What follows belongs to an exercise in optimizing a design on an open flow for a short achievable clock period and few clock cycles per item; a production flow would make more cautious choices. The RTL was checked by simulation tests, not by an equivalence proof against the original design. Power and IR drop assume default switching activity.

`flow/flow/run.sh`:
```
#!/bin/bash
set -euo pipefail
bash standard.sh SETUP_SLACK_MARGIN=21 finish > standard_flow.log 2>&1
```
`flow/standard.sh`:
```
#!/bin/bash
# synth_recipe.tcl (not shown) runs the flow's synth.tcl, then flattens the netlist and writes it again
# the make line also repeats each setting of config.mk as NAME=value (left out here)
make -C /OpenROAD-flow-scripts/flow DESIGN_CONFIG=/design/flow/config.mk WORK_HOME=/design/flow/orfs CLKGATE_MAP_FILE= SYNTH_SCRIPT=/design/flow/synth_recipe.tcl "${@:-finish}"
```
`flow/config.mk`:
```
export PLATFORM = sky130hd
export DESIGN_NAME = consolls_core
export DESIGN_NICKNAME = consolls_core
export VERILOG_FILES = /design/flow/design.v
export SDC_FILE = /design/flow/constraint.sdc
export NUM_CORES = 4
export LEC_CHECK = 0
export CAP_MARGIN = 20
export CORE_MARGIN = 2
export CORE_UTILIZATION = 40
export SLEW_MARGIN = 20
```
`flow/constraint.sdc`:
```
create_clock -name core_clock -period 28.0 [get_ports {clk}]
set_input_delay 5.6000 -clock core_clock [delete_from_list [all_inputs] [get_ports {clk}]]
set_output_delay 5.6000 -clock core_clock [all_outputs]
set_load 0.01 [all_outputs]
```
`flow/design.v`:
```
module consolls_core (
    input  wire        clk,
    input  wire        rst,
    input  wire        step_valid,
    output wire        step_ready,
    output wire        done,
    output reg         halted,
    output reg  [2:0]  cause,
    output reg  [15:0] fault_ip,
    output reg  [15:0] info,
    output reg  [2:0]  info_n,
    output reg         mem_req,
    output reg         mem_we,
    output reg  [15:0] mem_addr,
    output reg  [7:0]  mem_wdata,
    input  wire        mem_ready,
    input  wire [7:0]  mem_rdata
);
    localparam [2:0] C_NONE  = 3'd0,
                     C_OOB   = 3'd1,
                     C_INVOP = 3'd2,
                     C_DIV0  = 3'd3,
                     C_SHIFT = 3'd4;
    localparam integer J_R0  = 0,  J_R1  = 1,  J_T   = 2,
                       J_F1L = 3,  J_F1H = 4,  J_F2L = 5,  J_F2H = 6,
                       J_F3L = 7,  J_F3H = 8,
                       J_XL  = 9,  J_XH  = 10, J_YL  = 11, J_YH  = 12,
                       J_PL  = 13, J_PH  = 14,
                       J_WIL = 15, J_WIH = 16, J_WRL = 17, J_WRH = 18;
    localparam integer NJ = 19;
    reg st_idle, st_run, st_done;
    reg clr;               
    assign step_ready = st_idle;
    assign done       = st_done;
    reg [NJ-1:0] iss;      
    reg [14:0]   vld;      
    reg [NJ-1:0] rone;     
    reg [14:0]   pone;     
    reg          rfwd_q;   
    reg          pfwd;     
    reg          psel;     
    reg [15:0] ip;
    reg [7:0]  tag;
    reg [15:0] f1, f2, f3;
    reg [15:0] x, y, p;
    reg [15:0] fa;         
    reg clsv;
    reg d_bad, d_wide, d_w3, d_w5, d_w7;
    reg d_bin, d_add, d_sub, d_mul, d_div, d_and, d_or, d_xor;
    reg d_not, d_lsh, d_rsh, d_jumpv, d_jump, d_cjump, d_cmp, d_setv;
    reg d_copy, d_get, d_set, d_nop;
    reg [2:0] d_width;
    always @(posedge clk) begin
        d_bad   <= !((tag >= 8'h01) && (tag <= 8'h20));
        d_wide  <= (tag >= 8'h08 && tag <= 8'h0E) || tag == 8'h15 || tag == 8'h17 ||
                   tag == 8'h19 || tag == 8'h1B || tag == 8'h1D || tag == 8'h1F;
        d_bin   <= (tag >= 8'h01) && (tag <= 8'h0E);
        d_add   <= tag == 8'h01 || tag == 8'h08;
        d_sub   <= tag == 8'h02 || tag == 8'h09;
        d_mul   <= tag == 8'h03 || tag == 8'h0A;
        d_div   <= tag == 8'h04 || tag == 8'h0B;
        d_and   <= tag == 8'h05 || tag == 8'h0C;
        d_or    <= tag == 8'h06 || tag == 8'h0D;
        d_xor   <= tag == 8'h07 || tag == 8'h0E;
        d_not   <= tag == 8'h0F;
        d_lsh   <= tag == 8'h10;
        d_rsh   <= tag == 8'h11;
        d_jumpv <= tag == 8'h12;
        d_jump  <= tag == 8'h13;
        d_cjump <= tag == 8'h14 || tag == 8'h15;
        d_cmp   <= tag == 8'h16 || tag == 8'h17;
        d_setv  <= tag == 8'h18 || tag == 8'h19;
        d_copy  <= tag == 8'h1A || tag == 8'h1B;
        d_get   <= tag == 8'h1C || tag == 8'h1D;
        d_set   <= tag == 8'h1E || tag == 8'h1F;
        d_nop   <= tag == 8'h20;
        d_w3    <= (tag >= 8'h01) && (tag <= 8'h1F);
        d_w5    <= (tag >= 8'h01) && (tag <= 8'h1F) && tag != 8'h12 && tag != 8'h13;
        d_w7    <= ((tag >= 8'h01) && (tag <= 8'h0E)) || tag == 8'h10 || tag == 8'h11 ||
                   (tag >= 8'h14 && tag <= 8'h17);
        case (tag)
            8'h20:                         d_width <= 3'd1;
            8'h12, 8'h13:                  d_width <= 3'd3;
            8'h0F, 8'h18, 8'h19, 8'h1A,
            8'h1B, 8'h1C, 8'h1D, 8'h1E,
            8'h1F:                         d_width <= 3'd5;
            default:                       d_width <= 3'd7;
        endcase
    end
    wire [2:0] nbytes = d_wide ? 3'd2 : 3'd1;
    reg [15:0] nip;
    reg        ip_o3, ip_o5, ip_o7;       
    always @(posedge clk) begin
        nip   <= ip + {13'd0, d_width};
        ip_o3 <= ({1'b0, ip} + 17'd3) > 17'h04000;
        ip_o5 <= ({1'b0, ip} + 17'd5) > 17'h04000;
        ip_o7 <= ({1'b0, ip} + 17'd7) > 17'h04000;
    end
    reg nipv;              
    wire ipv  = vld[J_R0] & vld[J_R1];
    wire fv1  = vld[J_F1L] & vld[J_F1H];
    wire fv2  = vld[J_F2L] & vld[J_F2H];
    wire fv3  = vld[J_F3L] & vld[J_F3H];
    wire pv   = vld[J_PL] & vld[J_PH];
    function oob;
        input [15:0] a;
        input        two;
        begin
            oob = (a[15:14] != 2'b00) || (two && a[13:0] == 14'h3FFF);
        end
    endfunction
    wire go = clsv & ~d_bad;
    wire use_x  = go & (d_bin | d_cmp | d_not | d_lsh | d_rsh | d_jump |
                        d_cjump | d_copy | d_get | d_set);
    wire use_x2 = use_x & (d_wide | d_jump);
    wire use_y  = go & (d_bin | d_cmp | d_cjump);
    wire use_y2 = use_y & d_wide;
    wire use_p  = go & (d_get | d_set);
    wire xall = vld[J_XL] & (vld[J_XH] | ~use_x2);
    wire yall = vld[J_YL] & (vld[J_YH] | ~use_y2);
    wire [15:0] xbase = d_get ? p : f1;
    wire [15:0] pbase = d_get ? f1 : f2;
    wire        xbv   = d_get ? pv : fv1;
    wire        pbv   = d_get ? fv1 : fv2;
    wire [15:0] fa1    = fa + 16'd1;
    wire        fa1_in = (fa[15:14] == 2'b00) && (fa[13:0] != 14'h3FFF);
    wire [15:0] ma1    = mem_addr + 16'd1;
    wire        ma1_in = (mem_addr[15:14] == 2'b00) && (mem_addr[13:0] != 14'h3FFF);
    reg hnext;             
    reg [NJ-1:0] hjob;     
    reg [14:0] need;
    reg [14:0] rdy;
    always @(*) begin
        need = 15'd0;
        rdy  = 15'd0;
        need[J_R0]  = 1'b1;               rdy[J_R0]  = 1'b1;
        need[J_R1]  = 1'b1;               rdy[J_R1]  = 1'b1;
        need[J_T]   = 1'b1;               rdy[J_T]   = ipv;
        need[J_F1L] = ~clsv | (~d_bad & d_w3);
        need[J_F1H] = ~clsv | (~d_bad & d_w3);
        need[J_F2L] = ~clsv | (~d_bad & d_w5);
        need[J_F2H] = go & d_w5;
        need[J_F3L] = go & d_w7;
        need[J_F3H] = go & d_w7;
        rdy[J_F1L]  = ipv & fa1_in;
        rdy[J_F1H]  = ipv & fa1_in;
        rdy[J_F2L]  = ipv & fa1_in;
        rdy[J_F2H]  = ipv & fa1_in;
        rdy[J_F3L]  = ipv & fa1_in;
        rdy[J_F3H]  = ipv & fa1_in;
        need[J_XL]  = use_x;              rdy[J_XL]  = xbv & (xbase[15:14] == 2'b00);
        need[J_XH]  = use_x2;             rdy[J_XH]  = 1'b0;    
        need[J_YL]  = use_y;              rdy[J_YL]  = fv2 & (f2[15:14] == 2'b00);
        need[J_YH]  = use_y2;             rdy[J_YH]  = 1'b0;
        need[J_PL]  = use_p;              rdy[J_PL]  = pbv & (pbase[15:14] == 2'b00);
        need[J_PH]  = use_p;              rdy[J_PH]  = 1'b0;
    end
    wire reads_issued = ~|(need & ~iss[14:0]);
    wire o1_1 = oob(f1, 1'b0), o1_2 = oob(f1, 1'b1), o1_n = oob(f1, d_wide);
    wire o2_1 = oob(f2, 1'b0), o2_2 = oob(f2, 1'b1), o2_n = oob(f2, d_wide);
    wire o3_1 = oob(f3, 1'b0),                       o3_n = oob(f3, d_wide);
    wire op_n = oob(p, d_wide);
    reg        c_en  [0:3];
    reg        c_v   [0:3];
    reg        c_f   [0:3];
    reg [2:0]  c_c   [0:3];
    reg [15:0] c_i   [0:3];
    reg [2:0]  c_n   [0:3];
    task setchk;
        input integer k;
        input         v;
        input         f;
        input [15:0]  a;
        input [2:0]   n;
        begin
            c_en[k] = 1'b1;
            c_v[k]  = v;
            c_f[k]  = f;
            c_c[k]  = C_OOB;
            c_i[k]  = a;
            c_n[k]  = n;
        end
    endtask
    integer k;
    always @(*) begin
        for (k = 0; k < 4; k = k + 1) begin
            c_en[k] = 1'b0; c_v[k] = 1'b0; c_f[k] = 1'b0;
            c_c[k] = C_NONE; c_i[k] = 16'd0; c_n[k] = 3'd0;
        end
        if (d_bin || d_cmp) begin
            setchk(0, fv1, o1_n, f1, nbytes);
            setchk(1, fv2, o2_n, f2, nbytes);
            setchk(2, fv3, o3_n, f3, nbytes);
            c_en[3] = d_div; c_v[3] = yall; c_f[3] = (y == 16'd0);
            c_c[3]  = C_DIV0;
        end else if (d_not) begin
            setchk(0, fv1, o1_1, f1, 3'd1);
            setchk(1, fv2, o2_1, f2, 3'd1);
        end else if (d_lsh || d_rsh) begin
            setchk(0, fv1, o1_1, f1, 3'd1);
            setchk(1, fv3, o3_1, f3, 3'd1);
            c_en[2] = 1'b1; c_v[2] = fv2; c_f[2] = (f2 > 16'd8);
            c_c[2]  = C_SHIFT; c_i[2] = f2;
        end else if (d_jump) begin
            setchk(0, fv1, o1_2, f1, 3'd2);
        end else if (d_cjump || d_copy) begin
            setchk(0, fv1, o1_n, f1, nbytes);
            setchk(1, fv2, o2_n, f2, nbytes);
        end else if (d_setv) begin
            setchk(0, fv1, o1_n, f1, nbytes);
        end else if (d_get) begin
            setchk(0, fv1, o1_2, f1, 3'd2);
            setchk(1, pv,  op_n, p,  nbytes);
            setchk(2, fv2, o2_n, f2, nbytes);
        end else if (d_set) begin
            setchk(0, fv1, o1_n, f1, nbytes);
            setchk(1, fv2, o2_2, f2, 3'd2);
            setchk(2, pv,  op_n, p,  nbytes);
        end
    end
    wire ip_oob    = ip[15:14] != 2'b00;
    wire fetch_oob = (d_w7 & ip_o7) | (d_w5 & ~d_w7 & ip_o5) | (d_w3 & ~d_w5 & ip_o3);
    reg        dec_ok, dec_fail;
    reg [2:0]  d_cause;
    reg [15:0] d_info;
    reg [2:0]  d_n;
    reg        stop;
    always @(*) begin
        dec_ok = 1'b0; dec_fail = 1'b0;
        d_cause = C_NONE; d_info = 16'd0; d_n = 3'd0;
        stop = 1'b0;
        if (!ipv) begin
            stop = 1'b1;
        end else if (ip_oob) begin
            dec_fail = 1'b1; d_cause = C_OOB; d_info = ip; d_n = 3'd1;
        end else if (!nipv) begin
            stop = 1'b1;
        end else if (d_bad) begin
            dec_fail = 1'b1; d_cause = C_INVOP; d_info = {8'd0, tag};
        end else if (fetch_oob) begin
            dec_fail = 1'b1; d_cause = C_OOB; d_info = ip + 16'd1;
            d_n = d_width - 3'd1;
        end else begin
            for (k = 0; k < 4; k = k + 1) begin
                if (!stop && !dec_fail && c_en[k]) begin
                    if (!c_v[k])
                        stop = 1'b1;
                    else if (c_f[k]) begin
                        dec_fail = 1'b1; d_cause = c_c[k];
                        d_info = c_i[k]; d_n = c_n[k];
                    end
                end
            end
            dec_ok = !stop && !dec_fail;
        end
    end
    reg        dv_busy, dv_done;
    reg [3:0]  dv_cnt;
    reg [15:0] dv_q;       
    reg [15:0] dv_r;       
    reg [17:0] dv_d3;      
    wire [17:0] dv_R  = {dv_r, dv_q[15:14]};
    wire [18:0] dv_t1 = {1'b0, dv_R} - {3'b0, y};
    wire [18:0] dv_t2 = {1'b0, dv_R} - {2'b0, y, 1'b0};
    wire [18:0] dv_t3 = {1'b0, dv_R} - {1'b0, dv_d3};
    reg  [1:0]  dv_qd;
    reg  [15:0] dr_n;
    always @(*) begin
        if (!dv_t3[18])      begin dv_qd = 2'd3; dr_n = dv_t3[15:0]; end
        else if (!dv_t2[18]) begin dv_qd = 2'd2; dr_n = dv_t2[15:0]; end
        else if (!dv_t1[18]) begin dv_qd = 2'd1; dr_n = dv_t1[15:0]; end
        else                 begin dv_qd = 2'd0; dr_n = dv_R[15:0];  end
    end
    wire [15:0] dq_n = {dv_q[13:0], dv_qd};
    reg [15:0] prod;
    reg        prodv;
    always @(posedge clk) begin
        prod  <= x * y;
        prodv <= xall & yall & ~clr;
    end
    wire [15:0] shl = x << f2[3:0];
    wire [15:0] shr = x >> f2[3:0];
    wire        x_lt_y = x < y;
    wire        x_eq_y = x == y;
    reg [15:0] res;
    always @(*) begin
        res = x;                             
        if (d_add)   res = x + y;
        if (d_sub)   res = x - y;
        if (d_mul)   res = prod;
        if (d_div)   res = dv_q;
        if (d_and)   res = x & y;
        if (d_or)    res = x | y;
        if (d_xor)   res = x ^ y;
        if (d_not)   res = ~x;
        if (d_lsh)   res = shl;
        if (d_rsh)   res = shr;
        if (d_cmp)   res = x_lt_y ? 16'hFFFF : (x_eq_y ? 16'h0000 : 16'h0001);
        if (d_setv)  res = f2;
    end
    wire dst_en = d_bin | d_cmp | d_not | d_lsh | d_rsh | d_setv | d_copy |
                  d_get | d_set;
    wire [15:0] dst = (d_not | d_copy | d_get) ? f2 :
                      d_setv ? f1 :
                      d_set  ? p  : f3;
    wire res_lo_rdy = d_div ? dv_done :
                      d_mul ? prodv :
                      d_cmp ? (xall & yall) :
                      d_bin ? (vld[J_XL] & vld[J_YL]) :
                      d_setv ? vld[J_F2L] :
                      vld[J_XL];
    wire res_hi_rdy = d_div ? dv_done :
                      d_mul ? prodv :
                      d_setv ? vld[J_F2H] :
                      (xall & (yall | ~use_y));
    reg [15:0] newip;
    reg        newip_known;
    always @(*) begin
        newip = nip;
        newip_known = 1'b1;
        if (d_jumpv) begin
            newip = f1;
            newip_known = fv1;
        end else if (d_jump) begin
            newip = x;
            newip_known = xall;
        end else if (d_cjump) begin
            if (x_eq_y) newip = f3;
            newip_known = xall & yall & fv3;
        end
    end
    reg         nx_req, nx_we, nx_fin, nx_wait;
    reg  [NJ-1:0] nx;      
    reg         found;
    integer j;
    always @(*) begin
        nx_req = 1'b0; nx_we = 1'b0; nx_fin = 1'b0; nx_wait = 1'b0;
        nx = {NJ{1'b0}};
        found = 1'b0;
        if (hnext && hjob[J_WRH] && !res_hi_rdy) begin
            found = 1'b1;
            nx_wait = 1'b1;
        end else if (hnext) begin
            found = 1'b1;
            nx = hjob;
            nx_we = hjob[J_WRH];
            nx_req = hjob[J_WRH] | ma1_in;
        end else begin
            for (j = 0; j < 15; j = j + 1) begin
                if (!found && need[j] && !iss[j] && rdy[j]) begin
                    found = 1'b1;
                    nx[j] = 1'b1;
                    nx_req = 1'b1;
                end
            end
        end
        if (!found && reads_issued && dec_ok) begin
            nx_we = 1'b1;
            if (!iss[J_WIL] && (!newip_known || newip[7:0] != ip[7:0])) begin
                if (newip_known) begin
                    found = 1'b1; nx[J_WIL] = 1'b1; nx_req = 1'b1;
                end
            end else if (!iss[J_WIH] && newip[15:8] != ip[15:8]) begin
                found = 1'b1; nx[J_WIH] = 1'b1; nx_req = 1'b1;
            end else if (dst_en && !iss[J_WRL]) begin
                if (res_lo_rdy) begin
                    found = 1'b1; nx[J_WRL] = 1'b1; nx_req = 1'b1;
                end
            end else if (!(dst_en && d_wide && !iss[J_WRH]))
                nx_fin = 1'b1;
        end
    end
    wire nx_l = nx[J_XL] | nx[J_YL] | nx[J_PL];
    wire nx_h = nx[J_XH] | nx[J_YH] | nx[J_PH] | nx[J_WRH];
    wire nx_f = nx[J_F1L] | nx[J_F1H] | nx[J_F2L] | nx[J_F2H] | nx[J_F3L] | nx[J_F3H];
    reg [15:0] nx_addr;
    always @(*) begin
        nx_addr = 16'd0;                      
        if (nx[J_R1] | nx[J_WIH]) nx_addr = 16'd1;
        if (nx[J_T])              nx_addr = ip;
        if (nx_f)                 nx_addr = fa1;
        if (nx_h)                 nx_addr = ma1;
        if (nx[J_XL])             nx_addr = xbase;
        if (nx[J_YL])             nx_addr = f2;
        if (nx[J_PL])             nx_addr = pbase;
        if (nx[J_WRL])            nx_addr = dst;
    end
    wire [7:0] nx_wdata = nx[J_WIL] ? newip[7:0] :
                          nx[J_WIH] ? newip[15:8] :
                          nx[J_WRL] ? res[7:0] : res[15:8];
    wire nx_fwd = (nx[J_XL] & (xbase[15:1] == 15'd0)) |
                  (nx[J_YL] & (f2[15:1] == 15'd0)) |
                  (nx[J_PL] & (pbase[15:1] == 15'd0)) |
                  ((nx[J_XH] | nx[J_YH] | nx[J_PH]) & (mem_addr == 16'd0));
    wire nx_hn = (nx[J_XL] & use_x2) | (nx[J_YL] & use_y2) | nx[J_PL] |
                 (nx[J_WRL] & d_wide);
    wire [NJ-1:0] nx_hjob = {nx[J_WRL], 3'b000, nx[J_PL], 1'b0, nx[J_YL], 1'b0,
                             nx[J_XL], 10'd0};
    wire [7:0] rbyte = pfwd ? (psel ? nip[15:8] : nip[7:0]) : mem_rdata;
    wire slot = !mem_req || mem_ready;
    wire t_direct = pone[J_R1];
    always @(posedge clk) begin
        if (rst) begin
            st_idle  <= 1'b1;
            st_run   <= 1'b0;
            st_done  <= 1'b0;
            clr      <= 1'b1;
            halted   <= 1'b0;
            cause    <= C_NONE;
            fault_ip <= 16'd0;
            info     <= 16'd0;
            info_n   <= 3'd0;
            mem_req  <= 1'b0;
        end else if (st_idle) begin
            mem_req <= step_valid & ~halted;
            if (step_valid) begin
                st_idle <= 1'b0;
                st_done <= halted;
                st_run  <= ~halted;
                clr     <= halted;
            end
        end else if (st_done) begin
            st_done <= 1'b0;
            st_idle <= 1'b1;
        end else if (dec_fail) begin
            halted   <= 1'b1;
            cause    <= d_cause;
            fault_ip <= ip;
            info     <= d_info;
            info_n   <= d_n;
            mem_req  <= 1'b0;
            st_run   <= 1'b0;
            st_done  <= 1'b1;
            clr      <= 1'b1;
        end else if (slot) begin
            if (nx_fin) begin
                mem_req <= 1'b0;
                st_run  <= 1'b0;
                st_done <= 1'b1;
                clr     <= 1'b1;
            end else if (t_direct)
                mem_req <= (mem_rdata[7:6] == 2'b00);
            else if (nx_wait)
                mem_req <= 1'b0;
            else
                mem_req <= nx_req;
        end
    end
    always @(posedge clk) begin
        pone <= (mem_req & mem_ready & ~mem_we) ? rone[14:0] : 15'd0;
        pfwd <= rfwd_q;
        psel <= mem_addr[0];
        if (clr) begin
            mem_we   <= 1'b0;
            mem_addr <= 16'd0;
            rone     <= 19'd1;
            rfwd_q   <= 1'b0;
            hnext    <= 1'b0;
            iss      <= 19'd1;
            vld      <= 15'd0;
            x        <= 16'd0;
            y        <= 16'd0;
            p        <= 16'd0;
            clsv     <= 1'b0;
            nipv     <= 1'b0;
            dv_busy  <= 1'b0;
            dv_done  <= 1'b0;
        end else begin
            clsv <= vld[J_T];
            nipv <= clsv;
            if (slot && !nx_wait) begin
                mem_we    <= nx_we;
                mem_addr  <= t_direct ? {mem_rdata, ip[7:0]} : nx_addr;
                mem_wdata <= nx_wdata;
                rone      <= t_direct ? (19'd1 << J_T) : nx;
                rfwd_q    <= nx_fwd & ~t_direct;
                hnext     <= nx_hn & ~t_direct;
                hjob      <= nx_hjob;
                iss       <= iss | (t_direct ? (19'd1 << J_T) : nx);
                if (t_direct)
                    fa <= {mem_rdata, ip[7:0]};
                else if (nx[J_T] | nx_f)
                    fa <= nx_addr;
            end
            for (k = 0; k < 15; k = k + 1)
                if (pone[k]) vld[k] <= 1'b1;
            if (pone[J_R0])  ip[7:0]  <= rbyte;
            if (pone[J_R1])  ip[15:8] <= rbyte;
            if (pone[J_T])   tag      <= rbyte;
            if (pone[J_F1L]) f1[7:0]  <= rbyte;
            if (pone[J_F1H]) f1[15:8] <= rbyte;
            if (pone[J_F2L]) f2[7:0]  <= rbyte;
            if (pone[J_F2H]) f2[15:8] <= rbyte;
            if (pone[J_F3L]) f3[7:0]  <= rbyte;
            if (pone[J_F3H]) f3[15:8] <= rbyte;
            if (pone[J_XL])  x[7:0]   <= rbyte;
            if (pone[J_XH])  x[15:8]  <= rbyte;
            if (pone[J_YL])  y[7:0]   <= rbyte;
            if (pone[J_YH])  y[15:8]  <= rbyte;
            if (pone[J_PL])  p[7:0]   <= rbyte;
            if (pone[J_PH])  p[15:8]  <= rbyte;
            if (st_run && d_div && clsv && xall && yall && !dv_busy && !dv_done &&
                y != 16'd0) begin
                dv_busy <= 1'b1;
                dv_cnt  <= d_wide ? 4'd8 : 4'd4;
                dv_q    <= d_wide ? x : {x[7:0], 8'd0};
                dv_r    <= 16'd0;
                dv_d3   <= {2'b0, y} + {1'b0, y, 1'b0};
            end else if (dv_busy) begin
                dv_q   <= dq_n;
                dv_r   <= dr_n;
                dv_cnt <= dv_cnt - 4'd1;
                if (dv_cnt == 4'd1) begin
                    dv_busy <= 1'b0;
                    dv_done <= 1'b1;
                end
            end
        end
    end
endmodule
```
==> metrics.md, run 1 <==
| Metric | Value |
|---|---|
| Status | timing/DRC/antenna clean |
| Max_cap viols | 0 |
| Synth top cells by count | nor2_1, nand2_1, a21oi_1, dfxtp_1, inv_1 |
| Critical Path RT | 28.55 ns |
| Post-synthesis cell type count | 102 |
| Max Freq | 143 MHz |
| Top cell family by delay on the critical path | buffers and inverters |
| Regs by FF count | iss: 19 flops, dv_d3: 18 flops |
| Post-Route Setup TNS | 0 ns |
| Worst VDD drop | 38.5 µV |
| Setup crit end kind | register |
| Pre-CTS WS | 19.84 ns |
| Root Driver | clkbuf_16 |
| Drt first-iter violations | 4166 |
| Ys Warns | 7 |
| Mapped Area | 32200 µm² |
| Sequential area share after synthesis | 0.295 |
| Largest net degree at the start of global routing | 78 |
| Critical path peak fanout | 9 |
| Inst Count DP | 4909 |
| Via density | 6.35 |
| Flop pwr share | 0.473 |
| Die W | 288 µm |
| Syn nets | 4232 |
| Dominant synthesized flop cell | dfxtp_1 |
| PnR worst setup slack | 21.02 ns |
| Worst skew pair latency | 0.63 ns |
| Number of flops mapped to enable cells by yosys | 154 |
| WL per Instance | 27.4 µm |
| Min cycle time layout | 6.98 ns |
| Count of buffer and inverter cells on the critical path | 2 |
| Final net count | 4201 |
| Max reg flops | 19 |
| Total Wirelength | 137000 µm |
| Synth area leaders | dfxtp_1, edfxtp_1, ha_1 |
| Via count | 31.8k |
| Clk pwr share | 0.496 |
| P_int | 0.975 mW |
| Final Util | 0.451 |
| TritonCTS clock tree | built |
| Syn Inst Count | 3950 |
| RePlAce Congestion | 1.04 |
| Gate power share | 0.031 |
| CP most frequent cell | nor2_1 |
| Antenna Nets Post-Route | 0 |
| Worst reg2reg setup slack | 21.34 ns |
| Reg with most FFs | iss |
| Vias in the first global route | 29.9k |
| CORE AREA | 79300 µm² |
| Worst path slowest cell | a21oi_1 |
| Non-filler cells in the finished layout | 5008 |
| Initial Utilization | 0.406 |
| Synth async-reset ratio | 0 |
| WHS Endpoint | pfwd |
| Clock sink count | 397 |
| Worst EP arrival | 7.53 ns |
| Hold Path Depth | 0 |
| Sw frac | 0.242 |
| First-pass GRT wire length | 201000 µm |
| Top cell type's share of synthesized area | 0.151 |
| Layout cells sized above 1 | 0.0783 |
| WS Path Type | input pin to register |
| Pins Over Slew Limit | 0 |
| Clk slew on worst S/H paths | 0.07 ns |
| Leak | 13.4 nW |
| Remaining Overflow, GRT | 0 |
| Final Hold Violating Endpoints | 0 |
| GRT Total Usage | 0.326 |
| Chip height | 288 µm |
| Most frequent cell after synthesis | nor2_1 |
| Floorplan row count | 103 |
| RSZ-0062 raised after global routing | no |
| P&R area growth vs syn | 11.1% |
| Tcrit/Tclk final | 0.249 |
| Dpl hpwl | 99200 µm |
| Worst hold path class | register to register |
| Critical path launch point type | input pin |
| Pwr/cell area | 36.0 nW/µm² |
| Worst hold start | rfwd_q |
| I/O Pins | 79 |
| Final setup fails | 0 |
| Initial DRT Pass Iterations | 8 |
| Crit Reg-Reg Endpoint | mem_wdata[1] |
| Worst hold margin | 0.403 ns |
| Max-slew headroom | 0.174 |
| Crit-path cells | clkdlybuf4s50_1 > nor2_1 > a21oi_1 > buf_4 > mux2i_1 > nor2_1 |
| DIE AREA | 82700 µm² |
| Area leader, netlist | dfxtp_1 |
| Port Buf Inserts | 78 |
| Crit Reg-Reg Startpoint | y[9] |
| Clk buf depth | 3 |
| Hold_buf cts | 0 |
| Clock H-tree levels | 2 |
| Switching power | 0.311 mW |
| Slew @ Worst Pin | 1.24 ns |
| Synthesis-stage register bit count | 397 |
| CTS Buf Count | 47 |
| Drt drc | 0 |
| R2R depth | 13 |
| Max incr delay on CP | 0.75 ns |
| Initial antenna violation count | 3 |
| Clock Skew | 0.0266 ns |
| Filler cells | 7932 |
| Syn Area/Cell | 8.14 µm² |
## stage by stage
| stage | power, mW | area (µm²) |
|---|---|---|
| 2_1_floorplan | 0.638 | 32200 |
| 3_3_place_gp | 0.658 | 34000 |
| 3_5_place_dp | 0.658 | 34100 |
| 4_1_cts | 1.29 | 35600 |
| 5_1_grt | 1.32 | 35700 |
| 6_report | 1.29 | 35700 |
## power by group through the flow
stage | Clock (mW) | Sequential, mW | Combinational, mW
3_5_place_dp | 0 | 0.621 | 0.0369
3_3_place_gp | 0 | 0.621 | 0.0366
4_1_cts | 0.646 | 0.608 | 0.0371
2_1_floorplan | 0 | 0.616 | 0.0218
6_report | 0.638 | 0.609 | 0.0395
5_1_grt | 0.666 | 0.609 | 0.0414
## per-layer routing
layer  global-route usage  routed length, µm  vias up
li1                     -                  -    14100
met1                0.458              57200    15200
met2                0.465              56400     2021
met3               0.0841              16700      423
met4                0.149               7150        0
met5                    0                  0        -
## layout by cell type (no fill, tap or decap), types with 35 or more instances in the layout
cell,instances
a211oi_1,56
a21oi_1,290
ha_1,183
nand3_1,80
nand4_1,40
nor2_1,460
buf_4,121
o31ai_1,41
dfxtp_1,224
xnor2_1,109
nor3_1,108
xor2_1,55
nand2b_1,56
nor4_1,39
nand2_1,376
mux2i_1,126
nor2b_1,42
clkbuf_16,50
dlygate4sd2_1,67
a221oi_1,38
and3_1,35
edfxtp_1,154
inv_1,242
o211ai_1,45
fa_1,87
o21ai_0,221
## final cells by class
cell class	count	area (µm²)	area share
clock buffers	70	1370	0.0383
flip-flops and latches	397	9520	0.267
diodes	1	2.50	0.0000701
well taps	1050	1310	0.0368
inverters	253	950	0.0266
clock inverters	17	201	0.00564
multi-input cells	3018	20700	0.580
repair buffers	202	1660	0.0463
## worst max path at each step
stage | startpoint | end | slack [ns] | depth (start not counted)
2_1_floorplan | mem_ready | fa[0] | 21.05 | 6
3_3_place_gp | mem_ready | fa[1] | 19.86 | 7
3_5_place_dp | mem_ready | fa[0] | 19.84 | 7
4_1_cts | mem_ready | rone[4] | 20.99 | 11
5_1_grt | mem_ready | rone[4] | 20.99 | 11
6_report | mem_rdata[3] | y[11] | 21.02 | 6
## cells by family after synthesis
group / count (synthesis) / synth area share
muxes: 149 / 0.0508
adders and majority gates: 270 / 0.125
and+or+nand+nor: 1378 / 0.201
xor gates and xnor gates: 164 / 0.0447
DFF: 397 / 0.295
AOI/OAI and AO/OA: 1056 / 0.219
buffers and inverters: 536 / 0.0642
## what timing repair did
item | 4_1_cts | 5_1_grt
endpoints found under the setup margin | 121 | 26
gates cloned | 1 | 1
gates resized for setup | 91 | 5
setup buffers | 2 | 6
endpoints found under the hold margin | 0 | 0
pin swaps | 1 | 1
Testbench counts, summed over its fixed seeds: cycles 181,085, steps 9,600.
==> run 2: changes to the inputs <==
==> flow/flow/run.sh (replaced) <==
#!/bin/bash
set -euo pipefail
bash standard.sh SETUP_SLACK_MARGIN=23 finish > standard_flow.log 2>&1
==> metrics.md, run 2 <==
| Metric | Value |
|---|---|
| Non-filler cells in the finished layout | 5223 |
| Slew @ Worst Pin | 1.21 ns |
| Clock Skew | 0.0383 ns |
| TritonCTS clock tree | built |
| Antenna Nets Post-Route | 0 |
| Worst skew pair latency | 0.63 ns |
| Chip height | 288 µm |
| Drt drc | 0 |
| Initial Utilization | 0.406 |
| Max Freq | 148 MHz |
| Synth top cells by count | nor2_1, nand2_1, a21oi_1, dfxtp_1, inv_1 |
| Floorplan row count | 103 |
| Dpl hpwl | 98900 µm |
| Worst EP arrival | 1.13 ns |
| Clk slew on worst S/H paths | 0.07 ns |
| GRT Total Usage | 0.342 |
| Min cycle time layout | 6.73 ns |
| Ys Warns | 7 |
| Clk buf depth | 3 |
| Critical path peak fanout | 1 |
| Multi-input combinational cell area | 22100 µm² |
| Count of buffer and inverter cells on the critical path | 1 |
| Critical Path RT | 22.40 ns |
| Remaining Overflow, GRT | 0 |
| Pwr/cell area | 33.4 nW/µm² |
| Drt first-iter violations | 4492 |
| Top cell type's share of synthesized area | 0.151 |
| Inst Count DP | 4899 |
| RePlAce Congestion | 1.02 |
| Final Hold Violating Endpoints | 0 |
| Setup crit end kind | output port |
| Initial DRT Pass Iterations | 7 |
| Max reg flops | 19 |
| P&R area growth vs syn | 25.9% |
| Number of flops mapped to enable cells by yosys | 154 |
| Most common cell after layout, fill and taps aside | nor2_1 |
| Pins Over Slew Limit | 0 |
| WL per Instance | 27.9 µm |
| Status | timing/DRC/antenna clean |
| Worst path slowest cell | edfxtp_1 |
| Most frequent cell after synthesis | nor2_1 |
| Top cell family by delay on the critical path | flip-flops |
| Register Area | 9650 µm² |
| Largest net degree at the start of global routing | 85 |
| Sequential area share after synthesis | 0.295 |
| Filler cells | 7379 |
| Post-Route Setup TNS | 0 ns |
| Initial antenna violation count | 9 |
| I/O Pins | 79 |
| Synth async-reset ratio | 0 |
| Synth area leaders | dfxtp_1, edfxtp_1, ha_1 |
| Mapped Area | 32200 µm² |
| Vias in the first global route | 30.9k |
| PnR worst setup slack | 21.27 ns |
| DIE AREA | 82700 µm² |
| CORE AREA | 79300 µm² |
| Clock sink count | 397 |
| Layout cells sized above 1 | 0.227 |
| Syn Area/Cell | 8.14 µm² |
| Pre-CTS WS | 19.88 ns |
| Critical path launch point type | register |
| Total Wirelength | 146000 µm |
| Worst VDD drop | 36.0 µV |
| Max-slew headroom | 0.188 |
| WS Path Type | register to output port |
| Syn Inst Count | 3950 |
| Worst hold path class | register to register |
| Root Driver | clkbuf_16 |
| Most frequent cells in the layout | nor2_1, nand2_1, a21oi_1 |
| Syn nets | 4232 |
| Area leader, netlist | dfxtp_1 |
| Crit-path cells | buf_2 |
| Max_cap viols | 0 |
| Via count | 33.3k |
| Die W | 288 µm |
| Clock H-tree levels | 2 |
| Hold_buf cts | 0 |
| Via density | 6.38 |
| Regs by FF count | iss: 19 flops, dv_d3: 18 flops |
| Reg with most FFs | iss |
| Port Buf Inserts | 78 |
| CTS Buf Count | 47 |
| Synthesis-stage register bit count | 397 |
| Dominant synthesized flop cell | dfxtp_1 |
| First-pass GRT wire length | 210000 µm |
| Final setup fails | 0 |
| Leak | 15.1 nW |
| Final net count | 4412 |
| RSZ-0062 raised after global routing | yes |
| Post-synthesis cell type count | 102 |
| Max incr delay on CP | 0.38 ns |
| Tcrit/Tclk final | 0.241 |
-- run 2: cell counts after synthesis --
Identical to the previous run, type by type.
-- run 2: kinds of logic after synthesis --
| group | after synthesis | synth area share |
|---|---|---|
| flip-flops | 397 | 0.295 |
| AND/OR/NAND/NOR | 1378 | 0.201 |
| XOR/XNOR | 164 | 0.0447 |
| buffers and inverters | 536 | 0.0642 |
| AO/OA/AOI/OAI | 1056 | 0.219 |
| multiplexers | 149 | 0.0508 |
| adder cells (fa/ha/maj) | 270 | 0.125 |
-- run 2: report_power, final --
part	internal (mW)	total [mW]	switching, mW
Clock	0.387	0.664	0.277
Sequential	0.599	0.604	0.00481
Combinational	0.0367	0.0822	0.0455
-- run 2: stage by stage --
step	cell area [µm²]	hold slack, ns	util	power, mW
floorplan	32800	0.331	-	0.642
global placement	34500	0.342	0.435	0.660
detailed placement	34500	0.339	0.435	0.660
CTS	39100	0.353	0.493	1.35
global route	40500	0.375	0.510	1.38
finish	40500	0.366	0.511	1.35
-- run 2: worst paths after layout --
check	slack [ns]	to	from	cells past startpoint
hold / removal	0.37	pfwd	rfwd_q	0
setup reg to reg	22.95	mem_wdata[4]	x[3]	15
setup / recovery	21.27	mem_wdata[1]	mem_wdata[1]	1
hold reg to reg	0.37	pfwd	rfwd_q	0
-- run 2: layer usage --
layer | track usage | up-vias | routed length [µm]
met5 | 0 | - | 57
met4 | 0.160 | 8 | 8270
met3 | 0.0976 | 504 | 19000
met2 | 0.491 | 2223 | 60000
met1 | 0.470 | 16000 | 58500
li1 | - | 14600 | -
-- run 2: layout make-up --
type                       instances  area share
clock buffer                      67      0.0353
sequential                       397       0.238
multi-input combinational       3018       0.547
inverter                         253      0.0265
tap                             1050      0.0325
timing repair buffer             413       0.114
antenna                            4    0.000247
clock inverter                    21     0.00603
-- run 2: timing repair --
| action | in CTS | in global routing |
|---|---|---|
| buffers inserted | 145 | 64 |
| cloned | 19 | 3 |
| pin swaps | 92 | 111 |
| gates resized for setup | 698 | 207 |
| setup endpoints to repair | 357 | 351 |
==> run 3: changes to the inputs <==
==> flow/run.sh (new file) <==
#!/bin/bash
# synth_recipe.tcl (not shown) runs the flow's synth.tcl, then flattens the netlist and writes it again
# the make line also repeats each setting of config.mk as NAME=value (left out here)
make -C /OpenROAD-flow-scripts/flow DESIGN_CONFIG=/design/flow/config.mk WORK_HOME=/design/flow/orfs CLKGATE_MAP_FILE= SYNTH_SCRIPT=/design/flow/synth_recipe.tcl finish
removed: flow/flow/run.sh
removed: flow/standard.sh
==> metrics.md, run 3 <==
| Metric | Value |
|---|---|
| Status | timing/DRC/antenna clean |
| R2R depth | 14 |
| Max Freq | 133 MHz |
| Syn nets | 4232 |
| Worst hold start | rone[3] |
| I/O Pins | 79 |
| Syn Area/Cell | 8.14 µm² |
| Resized Gates After CTS | 0 |
| Vias in the first global route | 29.9k |
| Clock Skew | 0.0461 ns |
| Dominant synthesized flop cell | dfxtp_1 |
| Final Util | 0.450 |
| WL per Instance | 27.4 µm |
| Layout cells sized above 1 | 0.0695 |
| Drt first-iter violations | 4374 |
| Min cycle time layout | 7.55 ns |
| RSZ-0062 raised after global routing | no |
| Ys Warns | 7 |
| Synth async-reset ratio | 0 |
| Most frequent cells in the layout | nor2_1, nand2_1, a21oi_1 |
| Critical path launch point type | input pin |
| Max incr delay on CP | 0.81 ns |
| First-pass GRT wire length | 201000 µm |
| CP most frequent cell | nand2_1 |
| Crit Reg-Reg Startpoint | y[9] |
| Dpl hpwl | 99100 µm |
| RePlAce Congestion | 1.03 |
| Top cell family by delay on the critical path | simple AND/OR/NAND/NOR gates |
| Count of buffer and inverter cells on the critical path | 3 |
| Clock H-tree levels | 2 |
| WHS Endpoint | rone[3] |
| Final net count | 4185 |
| Syn Inst Count | 3950 |
| Remaining Overflow, GRT | 0 |
| Slew @ Worst Pin | 1.10 ns |
| Critical path peak fanout | 30 |
| Hold_buf cts | 0 |
| Drt drc | 0 |
| Setup crit end kind | register |
| GRT Total Usage | 0.325 |
| Tcrit/Tclk final | 0.269 |
| Leak | 13.0 nW |
| Pins Over Slew Limit | 0 |
| Via density | 6.35 |
| CTS Buf Count | 47 |
| Most frequent cell after synthesis | nor2_1 |
| Synthesis-stage register bit count | 397 |
| Post-Route Setup TNS | 0 ns |
| Reg with most FFs | iss |
| Postcts setup bufs | 0 |
| CORE AREA | 79300 µm² |
| Filler cells | 7894 |
| Antenna Nets Post-Route | 0 |
| Post-synthesis cell type count | 102 |
| Root Driver | clkbuf_16 |
| Port Buf Inserts | 78 |
| Pwr/cell area | 36.4 nW/µm² |
| Worst skew pair latency | 0.64 ns |
| Inst Count DP | 4903 |
| Final Hold Violating Endpoints | 0 |
| P&R area growth vs syn | 10.9% |
| Hold Path Depth | 2 |
| Regs by FF count | iss: 19 flops, dv_d3: 18 flops |
| Initial Utilization | 0.406 |
| Final setup fails | 0 |
| Worst reg2reg setup slack | 20.85 ns |
| Critical Path RT | 28.54 ns |
| Synth area leaders | dfxtp_1, edfxtp_1, ha_1 |
| Crit Reg-Reg Endpoint | mem_wdata[4] |
| Max-slew headroom | 0.260 |
| Clk buf depth | 3 |
| Non-filler cells in the finished layout | 4992 |
| Crit-path cells | clkdlybuf4s50_1 > inv_1 > nand2_1 > o21ai_4 > buf_4 > nor2_1 > nand2_1 > a21oi_1 |
| Chip height | 288 µm |
| Synth top cells by count | nor2_1, nand2_1, a21oi_1, dfxtp_1, inv_1 |
| Worst path slowest cell | nor2_1 |
| Max reg flops | 19 |
| Largest net degree at the start of global routing | 83 |
| N_diodes | 0 |
| Die W | 288 µm |
| Sequential area share after synthesis | 0.295 |
| Total Wirelength | 137000 µm |
| Max_cap viols | 0 |
| Worst hold path class | register to register |
| Worst EP arrival | 8.09 ns |
| WS Path Type | input pin to register |
| Most common cell after layout, fill and taps aside | nor2_1 |
| Area leader, netlist | dfxtp_1 |
| TritonCTS clock tree | built |
| Initial DRT Pass Iterations | 8 |
| DIE AREA | 82700 µm² |
| Via count | 31.7k |
| Clk slew on worst S/H paths | 0.06 ns |
| Clock sink count | 397 |
| Floorplan row count | 103 |
| Worst VDD drop | 38.2 µV |
| Initial antenna violation count | 8 |
| Mapped Area | 32200 µm² |
| Top cell type's share of synthesized area | 0.151 |
| Number of flops mapped to enable cells by yosys | 154 |
[run 3: through the flow]
step	hold WS (ns)	setup slack, ns	total power [mW]	cell area, µm²
floorplan	0.331	20.31	0.638	32200
global route	0.464	20.17	1.33	35600
CTS	0.447	20.53	1.30	35600
finish	0.451	20.45	1.30	35600
detailed placement	0.432	19.89	0.658	34000
global placement	0.435	19.95	0.658	34000
[run 3: worst min-delay path: stages (launching register included)]
cell	delay, ns
dfxtp_1	0.31
nand2_1	0.05
a21oi_1	0.05
[run 3: final cells by class]
class,instances,area [µm²],area share
Clock buffer,64,1340,0.0377
Clock inverter,24,285,0.00800
Inverter,253,950,0.0266
Multi-Input combinational cell,3017,20700,0.580
Sequential cell,397,9490,0.266
Tap cell,1050,1310,0.0369
Timing Repair Buffer,187,1600,0.0449
[run 3: where the power goes]
part           total, mW  switching (mW)  internal, mW
clock              0.650           0.281         0.370
combinational     0.0399          0.0278        0.0121
sequential         0.607         0.00531         0.601
[run 3: cells by family (layout without fill, tap and decap cells)]
| family | Yosys count | in the layout | share of synthesized area |
|---|---|---|---|
| AND/OR/NAND/NOR | 1378 | 1378 | 0.201 |
| XOR/XNOR | 164 | 164 | 0.0447 |
| adder cells (fa/ha/maj) | 270 | 270 | 0.125 |
| buffers and inverters | 536 | 528 | 0.0642 |
| multiplexers | 149 | 149 | 0.0508 |
| flip-flops | 397 | 397 | 0.295 |
| AO/OA/AOI/OAI | 1056 | 1056 | 0.219 |
[run 3: layer usage]
metal / track usage / share of wire
met1: 0.452 / 0.41
met2: 0.466 / 0.41
met3: 0.0928 / 0.13
met4: 0.140 / 0.048
met5: 0 / 0.00031
[run 3: worst max-delay path by stage]
stage	startpoint	end	slack [ns]	cells past startpoint
after floorplan	mem_ready	fa[0]	20.31	6
after global placement	mem_ready	fa[7]	19.95	7
after detailed placement	mem_ready	fa[11]	19.89	7
after CTS	mem_ready	fa[7]	20.53	7
after global routing	mem_ready	rone[8]	20.17	8
final	mem_ready	rone[8]	20.45	8
==> run 4: changes to the inputs <==
--- a/flow/design.v
+++ b/flow/design.v
@@ -36,7 +36,6 @@
     reg [14:0]   vld;      
     reg [NJ-1:0] rone;     
     reg [14:0]   pone;     
-    reg          rfwd_q;   
     reg          pfwd;     
     reg          psel;     
     reg [15:0] ip;
@@ -50,53 +49,54 @@
     reg d_not, d_lsh, d_rsh, d_jumpv, d_jump, d_cjump, d_cmp, d_setv;
     reg d_copy, d_get, d_set, d_nop;
     reg [2:0] d_width;
+    wire [7:0] tb = mem_rdata;
     always @(posedge clk) begin
-        d_bad   <= !((tag >= 8'h01) && (tag <= 8'h20));
-        d_wide  <= (tag >= 8'h08 && tag <= 8'h0E) || tag == 8'h15 || tag == 8'h17 ||
-                   tag == 8'h19 || tag == 8'h1B || tag == 8'h1D || tag == 8'h1F;
-        d_bin   <= (tag >= 8'h01) && (tag <= 8'h0E);
-        d_add   <= tag == 8'h01 || tag == 8'h08;
-        d_sub   <= tag == 8'h02 || tag == 8'h09;
-        d_mul   <= tag == 8'h03 || tag == 8'h0A;
-        d_div   <= tag == 8'h04 || tag == 8'h0B;
-        d_and   <= tag == 8'h05 || tag == 8'h0C;
-        d_or    <= tag == 8'h06 || tag == 8'h0D;
-        d_xor   <= tag == 8'h07 || tag == 8'h0E;
-        d_not   <= tag == 8'h0F;
-        d_lsh   <= tag == 8'h10;
-        d_rsh   <= tag == 8'h11;
-        d_jumpv <= tag == 8'h12;
-        d_jump  <= tag == 8'h13;
-        d_cjump <= tag == 8'h14 || tag == 8'h15;
-        d_cmp   <= tag == 8'h16 || tag == 8'h17;
-        d_setv  <= tag == 8'h18 || tag == 8'h19;
-        d_copy  <= tag == 8'h1A || tag == 8'h1B;
-        d_get   <= tag == 8'h1C || tag == 8'h1D;
-        d_set   <= tag == 8'h1E || tag == 8'h1F;
-        d_nop   <= tag == 8'h20;
-        d_w3    <= (tag >= 8'h01) && (tag <= 8'h1F);
-        d_w5    <= (tag >= 8'h01) && (tag <= 8'h1F) && tag != 8'h12 && tag != 8'h13;
-        d_w7    <= ((tag >= 8'h01) && (tag <= 8'h0E)) || tag == 8'h10 || tag == 8'h11 ||
-                   (tag >= 8'h14 && tag <= 8'h17);
-        case (tag)
-            8'h20:                         d_width <= 3'd1;
-            8'h12, 8'h13:                  d_width <= 3'd3;
-            8'h0F, 8'h18, 8'h19, 8'h1A,
-            8'h1B, 8'h1C, 8'h1D, 8'h1E,
-            8'h1F:                         d_width <= 3'd5;
-            default:                       d_width <= 3'd7;
-        endcase
+        if (pone[J_T]) begin
+            d_bad   <= !((tb >= 8'h01) && (tb <= 8'h20));
+            d_wide  <= (tb >= 8'h08 && tb <= 8'h0E) || tb == 8'h15 || tb == 8'h17 ||
+                       tb == 8'h19 || tb == 8'h1B || tb == 8'h1D || tb == 8'h1F;
+            d_bin   <= (tb >= 8'h01) && (tb <= 8'h0E);
+            d_add   <= tb == 8'h01 || tb == 8'h08;
+            d_sub   <= tb == 8'h02 || tb == 8'h09;
+            d_mul   <= tb == 8'h03 || tb == 8'h0A;
+            d_div   <= tb == 8'h04 || tb == 8'h0B;
+            d_and   <= tb == 8'h05 || tb == 8'h0C;
+            d_or    <= tb == 8'h06 || tb == 8'h0D;
+            d_xor   <= tb == 8'h07 || tb == 8'h0E;
+            d_not   <= tb == 8'h0F;
+            d_lsh   <= tb == 8'h10;
+            d_rsh   <= tb == 8'h11;
+            d_jumpv <= tb == 8'h12;
+            d_jump  <= tb == 8'h13;
+            d_cjump <= tb == 8'h14 || tb == 8'h15;
+            d_cmp   <= tb == 8'h16 || tb == 8'h17;
+            d_setv  <= tb == 8'h18 || tb == 8'h19;
+            d_copy  <= tb == 8'h1A || tb == 8'h1B;
+            d_get   <= tb == 8'h1C || tb == 8'h1D;
+            d_set   <= tb == 8'h1E || tb == 8'h1F;
+            d_nop   <= tb == 8'h20;
+            d_w3    <= (tb >= 8'h01) && (tb <= 8'h1F);
+            d_w5    <= (tb >= 8'h01) && (tb <= 8'h1F) && tb != 8'h12 && tb != 8'h13;
+            d_w7    <= ((tb >= 8'h01) && (tb <= 8'h0E)) || tb == 8'h10 || tb == 8'h11 ||
+                       (tb >= 8'h14 && tb <= 8'h17);
+            case (tb)
+                8'h20:                         d_width <= 3'd1;
+                8'h12, 8'h13:                  d_width <= 3'd3;
+                8'h0F, 8'h18, 8'h19, 8'h1A,
+                8'h1B, 8'h1C, 8'h1D, 8'h1E,
+                8'h1F:                         d_width <= 3'd5;
+                default:                       d_width <= 3'd7;
+            endcase
+        end
     end
     wire [2:0] nbytes = d_wide ? 3'd2 : 3'd1;
-    reg [15:0] nip;
+    wire [15:0] nip = ip + {13'd0, d_width};
     reg        ip_o3, ip_o5, ip_o7;       
     always @(posedge clk) begin
-        nip   <= ip + {13'd0, d_width};
         ip_o3 <= ({1'b0, ip} + 17'd3) > 17'h04000;
         ip_o5 <= ({1'b0, ip} + 17'd5) > 17'h04000;
         ip_o7 <= ({1'b0, ip} + 17'd7) > 17'h04000;
     end
-    reg nipv;              
     wire ipv  = vld[J_R0] & vld[J_R1];
     wire fv1  = vld[J_F1L] & vld[J_F1H];
     wire fv2  = vld[J_F2L] & vld[J_F2H];
@@ -128,6 +128,9 @@
     wire        ma1_in = (mem_addr[15:14] == 2'b00) && (mem_addr[13:0] != 14'h3FFF);
     reg hnext;             
     reg [NJ-1:0] hjob;     
+    wire t_direct = pone[J_R1];
+    wire dx_direct = ((d_get & pone[J_PH]) | (d_jump & pone[J_F1H])) & use_x & ~iss[J_XL];
+    wire dp_direct = ((d_get & pone[J_F1H]) | (d_set & pone[J_F2H])) & use_p & ~iss[J_PL];
     reg [14:0] need;
     reg [14:0] rdy;
     always @(*) begin
@@ -138,7 +141,7 @@
         need[J_T]   = 1'b1;               rdy[J_T]   = ipv;
         need[J_F1L] = ~clsv | (~d_bad & d_w3);
         need[J_F1H] = ~clsv | (~d_bad & d_w3);
-        need[J_F2L] = ~clsv | (~d_bad & d_w5);
+        need[J_F2L] = go & d_w5;
         need[J_F2H] = go & d_w5;
         need[J_F3L] = go & d_w7;
         need[J_F3H] = go & d_w7;
@@ -233,7 +236,7 @@
             stop = 1'b1;
         end else if (ip_oob) begin
             dec_fail = 1'b1; d_cause = C_OOB; d_info = ip; d_n = 3'd1;
-        end else if (!nipv) begin
+        end else if (!clsv) begin
             stop = 1'b1;
         end else if (d_bad) begin
             dec_fail = 1'b1; d_cause = C_INVOP; d_info = {8'd0, tag};
@@ -314,25 +317,29 @@
                       d_setv ? vld[J_F2H] :
                       (xall & (yall | ~use_y));
     reg [15:0] newip;
-    reg        newip_known;
+    reg        nl_known, nh_known;
     always @(*) begin
         newip = nip;
-        newip_known = 1'b1;
+        nl_known = 1'b1;
+        nh_known = 1'b1;
         if (d_jumpv) begin
             newip = f1;
-            newip_known = fv1;
+            nl_known = vld[J_F1L];
+            nh_known = fv1;
         end else if (d_jump) begin
             newip = x;
-            newip_known = xall;
+            nl_known = vld[J_XL];
+            nh_known = xall;
         end else if (d_cjump) begin
             if (x_eq_y) newip = f3;
-            newip_known = xall & yall & fv3;
+            nl_known = xall & yall & fv3;
+            nh_known = xall & yall & fv3;
         end
     end
     reg         nx_req, nx_we, nx_fin, nx_wait;
     reg  [NJ-1:0] nx;      
     reg         found;
-    integer j;
+    integer j, jj;
     always @(*) begin
         nx_req = 1'b0; nx_we = 1'b0; nx_fin = 1'b0; nx_wait = 1'b0;
         nx = {NJ{1'b0}};
@@ -345,23 +352,30 @@
             nx = hjob;
             nx_we = hjob[J_WRH];
             nx_req = hjob[J_WRH] | ma1_in;
+        end else if (dx_direct) begin
+            found = 1'b1; nx[J_XL] = 1'b1; nx_req = 1'b1;
+        end else if (dp_direct) begin
+            found = 1'b1; nx[J_PL] = 1'b1; nx_req = 1'b1;
         end else begin
             for (j = 0; j < 15; j = j + 1) begin
-                if (!found && need[j] && !iss[j] && rdy[j]) begin
+                jj = (j < 9) ? j : (j < 11) ? j + 4 : j - 2;
+                if (!found && need[jj] && !iss[jj] && rdy[jj]) begin
                     found = 1'b1;
-                    nx[j] = 1'b1;
+                    nx[jj] = 1'b1;
                     nx_req = 1'b1;
                 end
             end
         end
         if (!found && reads_issued && dec_ok) begin
             nx_we = 1'b1;
-            if (!iss[J_WIL] && (!newip_known || newip[7:0] != ip[7:0])) begin
-                if (newip_known) begin
+            if (!iss[J_WIL] && !(nl_known && newip[7:0] == ip[7:0])) begin
+                if (nl_known) begin
                     found = 1'b1; nx[J_WIL] = 1'b1; nx_req = 1'b1;
                 end
-            end else if (!iss[J_WIH] && newip[15:8] != ip[15:8]) begin
-                found = 1'b1; nx[J_WIH] = 1'b1; nx_req = 1'b1;
+            end else if (!iss[J_WIH] && !(nh_known && newip[15:8] == ip[15:8])) begin
+                if (nh_known) begin
+                    found = 1'b1; nx[J_WIH] = 1'b1; nx_req = 1'b1;
+                end
             end else if (dst_en && !iss[J_WRL]) begin
                 if (res_lo_rdy) begin
                     found = 1'b1; nx[J_WRL] = 1'b1; nx_req = 1'b1;
@@ -388,17 +402,18 @@
     wire [7:0] nx_wdata = nx[J_WIL] ? newip[7:0] :
                           nx[J_WIH] ? newip[15:8] :
                           nx[J_WRL] ? res[7:0] : res[15:8];
-    wire nx_fwd = (nx[J_XL] & (xbase[15:1] == 15'd0)) |
-                  (nx[J_YL] & (f2[15:1] == 15'd0)) |
-                  (nx[J_PL] & (pbase[15:1] == 15'd0)) |
-                  ((nx[J_XH] | nx[J_YH] | nx[J_PH]) & (mem_addr == 16'd0));
+    wire r_eff = rone[J_XL] | rone[J_XH] | rone[J_YL] | rone[J_YH] |
+                 rone[J_PL] | rone[J_PH];
+    wire rd_direct = t_direct | (!hnext & (dx_direct | dp_direct));
+    wire [7:0] rd_lo = t_direct ? ip[7:0] :
+                       dx_direct ? (d_get ? p[7:0] : f1[7:0]) :
+                                   (d_get ? f1[7:0] : f2[7:0]);
     wire nx_hn = (nx[J_XL] & use_x2) | (nx[J_YL] & use_y2) | nx[J_PL] |
                  (nx[J_WRL] & d_wide);
     wire [NJ-1:0] nx_hjob = {nx[J_WRL], 3'b000, nx[J_PL], 1'b0, nx[J_YL], 1'b0,
                              nx[J_XL], 10'd0};
     wire [7:0] rbyte = pfwd ? (psel ? nip[15:8] : nip[7:0]) : mem_rdata;
     wire slot = !mem_req || mem_ready;
-    wire t_direct = pone[J_R1];
     always @(posedge clk) begin
         if (rst) begin
             st_idle  <= 1'b1;
@@ -438,8 +453,8 @@
                 st_run  <= 1'b0;
                 st_done <= 1'b1;
                 clr     <= 1'b1;
-            end else if (t_direct)
-                mem_req <= (mem_rdata[7:6] == 2'b00);
+            end else if (rd_direct)
+                mem_req <= (rbyte[7:6] == 2'b00);
             else if (nx_wait)
                 mem_req <= 1'b0;
             else
@@ -448,13 +463,12 @@
     end
     always @(posedge clk) begin
         pone <= (mem_req & mem_ready & ~mem_we) ? rone[14:0] : 15'd0;
-        pfwd <= rfwd_q;
+        pfwd <= r_eff & (mem_addr[15:1] == 15'd0);
         psel <= mem_addr[0];
         if (clr) begin
             mem_we   <= 1'b0;
             mem_addr <= 16'd0;
             rone     <= 19'd1;
-            rfwd_q   <= 1'b0;
             hnext    <= 1'b0;
             iss      <= 19'd1;
             vld      <= 15'd0;
@@ -462,18 +476,15 @@
             y        <= 16'd0;
             p        <= 16'd0;
             clsv     <= 1'b0;
-            nipv     <= 1'b0;
             dv_busy  <= 1'b0;
             dv_done  <= 1'b0;
         end else begin
-            clsv <= vld[J_T];
-            nipv <= clsv;
+            clsv <= vld[J_T] | pone[J_T];
             if (slot && !nx_wait) begin
                 mem_we    <= nx_we;
-                mem_addr  <= t_direct ? {mem_rdata, ip[7:0]} : nx_addr;
+                mem_addr  <= rd_direct ? {rbyte, rd_lo} : nx_addr;
                 mem_wdata <= nx_wdata;
                 rone      <= t_direct ? (19'd1 << J_T) : nx;
-                rfwd_q    <= nx_fwd & ~t_direct;
                 hnext     <= nx_hn & ~t_direct;
                 hjob      <= nx_hjob;
                 iss       <= iss | (t_direct ? (19'd1 << J_T) : nx);
==> flow/flow/run.sh (new file) <==
#!/bin/bash
set -euo pipefail
bash standard.sh SETUP_SLACK_MARGIN=23 finish > standard_flow.log 2>&1
==> flow/standard.sh (new file) <==
#!/bin/bash
# synth_recipe.tcl (not shown) runs the flow's synth.tcl, then flattens the netlist and writes it again
# the make line also repeats each setting of config.mk as NAME=value (left out here)
make -C /OpenROAD-flow-scripts/flow DESIGN_CONFIG=/design/flow/config.mk WORK_HOME=/design/flow/orfs CLKGATE_MAP_FILE= SYNTH_SCRIPT=/design/flow/synth_recipe.tcl "${@:-finish}"
removed: flow/run.sh
==> metrics.md, run 4 <==
| Metric | Value |
|---|---|
| Critical path peak fanout | 1 |
| Dpl hpwl | 106000 µm |
| First-pass GRT wire length | 221000 µm |
| Synth async-reset ratio | 0 |
| Reg with most FFs | iss |
| Regs by FF count | iss: 19 flops, dv_d3: 18 flops |
| Top cell type's share of synthesized area | 0.168 |
| Worst reg2reg setup slack | 22.63 ns |
| Via density | 6.53 |
| Worst VDD drop | 54.3 µV |
| Initial DRT Pass Iterations | 8 |
| Worst skew pair latency | 0.64 ns |
| Min cycle time layout | 6.90 ns |
| Initial antenna violation count | 2 |
| Critical path launch point type | register |
| Max_cap viols | 0 |
| P_int | 0.973 mW |
| Clk pwr share | 0.470 |
| P&R area growth vs syn | 28.5% |
| Syn nets | 4256 |
| Sequential area share after synthesis | 0.291 |
| Most common cell after layout, fill and taps aside | nor2_1 |
| Syn Area/Cell | 8.11 µm² |
| WS Path Type | register to output port |
| Pins Over Slew Limit | 0 |
| Via count | 34.6k |
| Initial Utilization | 0.402 |
| Pwr/cell area | 31.6 nW/µm² |
| Clock sink count | 379 |
| Clk buf depth | 3 |
| Max incr delay on CP | 0.49 ns |
| Remaining Overflow, GRT | 0 |
| RSZ-0062 raised after global routing | yes |
| Drt drc | 0 |
| Count of buffer and inverter cells on the critical path | 1 |
| Crit path from | mem_wdata[1] |
| Root Driver | clkbuf_16 |
| Chip height | 288 µm |
| Floorplan row count | 104 |
| Die W | 288 µm |
| R2R depth | 13 |
| Top cell family by delay on the critical path | flip-flops |
| TritonCTS clock tree | built |
| Worst EP arrival | 1.30 ns |
| Slew @ Worst Pin | 1.15 ns |
| GRT Total Usage | 0.361 |
| Crit Reg-Reg Startpoint | d_rsh |
| Sw frac | 0.256 |
| Hold Path Depth | 1 |
| WL per Instance | 29.4 µm |
| Crit Reg-Reg Endpoint | info[2] |
| Max-slew headroom | 0.215 |
| Synthesis-stage register bit count | 379 |
| Mapped Area | 32200 µm² |
| Post-synthesis cell type count | 100 |
| Switching power | 0.336 mW |
| Final Hold Violating Endpoints | 0 |
| Clk slew on worst S/H paths | 0.06 ns |
| Worst hold start | rone[1] |
| Antenna Nets Post-Route | 0 |
| Port Buf Inserts | 78 |
| Worst hold path class | register to register |
| Final setup fails | 0 |
| Worst path slowest cell | edfxtp_1 |
| Max reg flops | 19 |
| I/O Pins | 79 |
| Pwr Total | 1.31 mW |
| Flop pwr share | 0.450 |
| Vias in the first global route | 32.2k |
| Drt first-iter violations | 4860 |
| Synth top cells by count | nor2_1, nand2_1, a21oi_1, inv_1, clkbuf_1 |
| Max Freq | 145 MHz |
| Post-Route Setup TNS | 0 ns |
| Setup crit end kind | output port |
| Final net count | 4479 |
| RePlAce Congestion | 1.07 |
| Most frequent cell after synthesis | nor2_1 |
| Tcrit/Tclk final | 0.246 |
| Leak | 15.5 nW |
| CTS Buf Count | 45 |
| Clock H-tree levels | 2 |
| Critical Path RT | 22.40 ns |
| Layout cells sized above 1 | 0.250 |
| Crit-path cells | buf_2 |
| Area leader, netlist | edfxtp_1 |
| WHS Endpoint | pone[1] |
| Status | timing/DRC/antenna clean |
| Number of flops mapped to enable cells by yosys | 180 |
| Largest net degree at the start of global routing | 69 |
| Syn Inst Count | 3975 |
| Dominant synthesized flop cell | dfxtp_1 |
| Gate power share | 0.080 |
| DIE AREA | 82900 µm² |
| Most frequent cells in the layout | nor2_1, nand2_1, a21oi_1 |
| CORE AREA | 80200 µm² |
| Total Wirelength | 156000 µm |
| Ys Warns | 7 |
| Synth area leaders | edfxtp_1, dfxtp_1, ha_1 |
| Clock Skew | 0.0556 ns |
==> run 4: changes by cell type in the layout (fill, tap and decap cells not counted), sizes merged, moves of 20 or more <==
cell	previous run	this run
nand2	377	320
edfxtp	154	180
o31ai	41	21
dfxtp	243	199
a211oi	56	114
buf	109	450
mux2i	126	101
nor2	468	539
clkdlybuf4s50	78	0
==> run 4: worst max path at each step <==
stage	endpoint	slack, ns	depth (start not counted)
finish	mem_wdata[1]	21.10	1
global route	mem_wdata[1]	21.12	1
CTS	mem_wdata[7]	21.09	1
detailed placement	fa[3]	19.96	5
global placement	fa[3]	20.01	5
floorplan	fa[0]	21.16	5
==> run 4: logic make-up (layout without fill, tap and decap cells) <==
logic type | Yosys count | in the layout | share of synthesized area
flops | 379 | 379 | 0.291
simple gates | 1390 | 1397 | 0.201
xor+xnor | 153 | 153 | 0.0416
buf+inv | 552 | 804 | 0.0659
mux | 129 | 129 | 0.0472
other cells | 0 | 1 | 0
compound gates | 1103 | 1103 | 0.228
fa+ha+maj | 269 | 269 | 0.125
==> run 4: area by class of cell <==
type	instances	area, µm²
clock buffers	60	1260
well taps	1060	1330
repair inverters	1	16.3
multi-input cells	3051	23000
diodes	1	2.50
flip-flops and latches	379	9560
repair buffers	453	4840
clock inverters	23	258
inverters	267	1200
fillers	7435	38700
==> run 4: what timing repair did <==
action	CTS	global route
setup buffers	200	59
pin swaps	110	111
hold buffers	0	0
setup endpoints to repair	384	381
gates resized for setup	856	213
gates cloned	13	1
==> run 4: through the flow <==
step                      hold slack (ns)  setup WS, ns  cells  instance area, µm²  utilization
after global routing                0.456         21.12   5294               41400        0.517
after global placement              0.435         20.01   4937               34600        0.432
after detailed placement            0.444         19.96   4937               34600        0.432
after floorplan                     0.415         21.16   3975               33100            -
after CTS                           0.442         21.09   5233               39900        0.498
final                               0.443         21.10   5295               41400        0.517
==> run 4: routing by layer <==
metal / vias to the layer above / share of wire / global-route usage
met5: - / 0.000071 / 0
met4: 2 / 0.071 / 0.215
met3: 579 / 0.14 / 0.105
met2: 2605 / 0.42 / 0.527
met1: 16500 / 0.38 / 0.471
li1: 14900 / - / -
==> run 4: power groups by stage <==
stage | clock network (mW) | logic, mW | registers (mW)
finish | 0.615 | 0.105 | 0.589
floorplan | 0 | 0.0368 | 0.596
global route | 0.639 | 0.107 | 0.589
CTS | 0.618 | 0.0892 | 0.588
detailed placement | 0 | 0.0528 | 0.602
global placement | 0 | 0.0526 | 0.602
Testbench counts of run 4, summed over its fixed seeds: cycles 177,255, steps 9,600.

==> what the ideal ports hide <==
In the flow no input, the clock included, has a driving cell. The finished layouts below were timed again as built, in two steps. Step 1: set_driving_cell puts a clkbuf_16 on clk and a buf_2 on each other input, an assumption about the parent block. Step 2, shift: input delay + t, output delay - t, t = (earliest + latest rising clock arrival at the registers) / 2. This alone moves slack from input paths to output paths. a / b / c = ideal / step 1 / step 2; a / b = the first two.
| run | shift t [ns] | setup slack, ns | worst hold slack (ns) | worst data-port slew with drivers (ns) | pins driven straight from the clock port |
|---|---|---|---|---|---|
| run 1 | 0.682 | 21.018 / 21.006 / 20.376 | 0.403 / 0.403 / 0.403 | 0.04 | 1 |
| run 2 | 0.677 | 21.266 / 21.199 / 21.034 | 0.366 / 0.366 / 0.366 | 0.08 | 1 |
| run 3 | 0.682 | 20.454 / 20.496 / 19.814 | 0.451 / 0.451 / 0.451 | 0.04 | 1 |
| run 4 | 0.675 | 21.101 / 21.035 / 21.176 | 0.443 / 0.443 / 0.443 | 0.18 | 1 |
After both steps setup and hold are still met in every run listed. The setup slack of run 1, which loses most, moves by -0.012 ns with the drivers and by -0.642 ns with both steps.
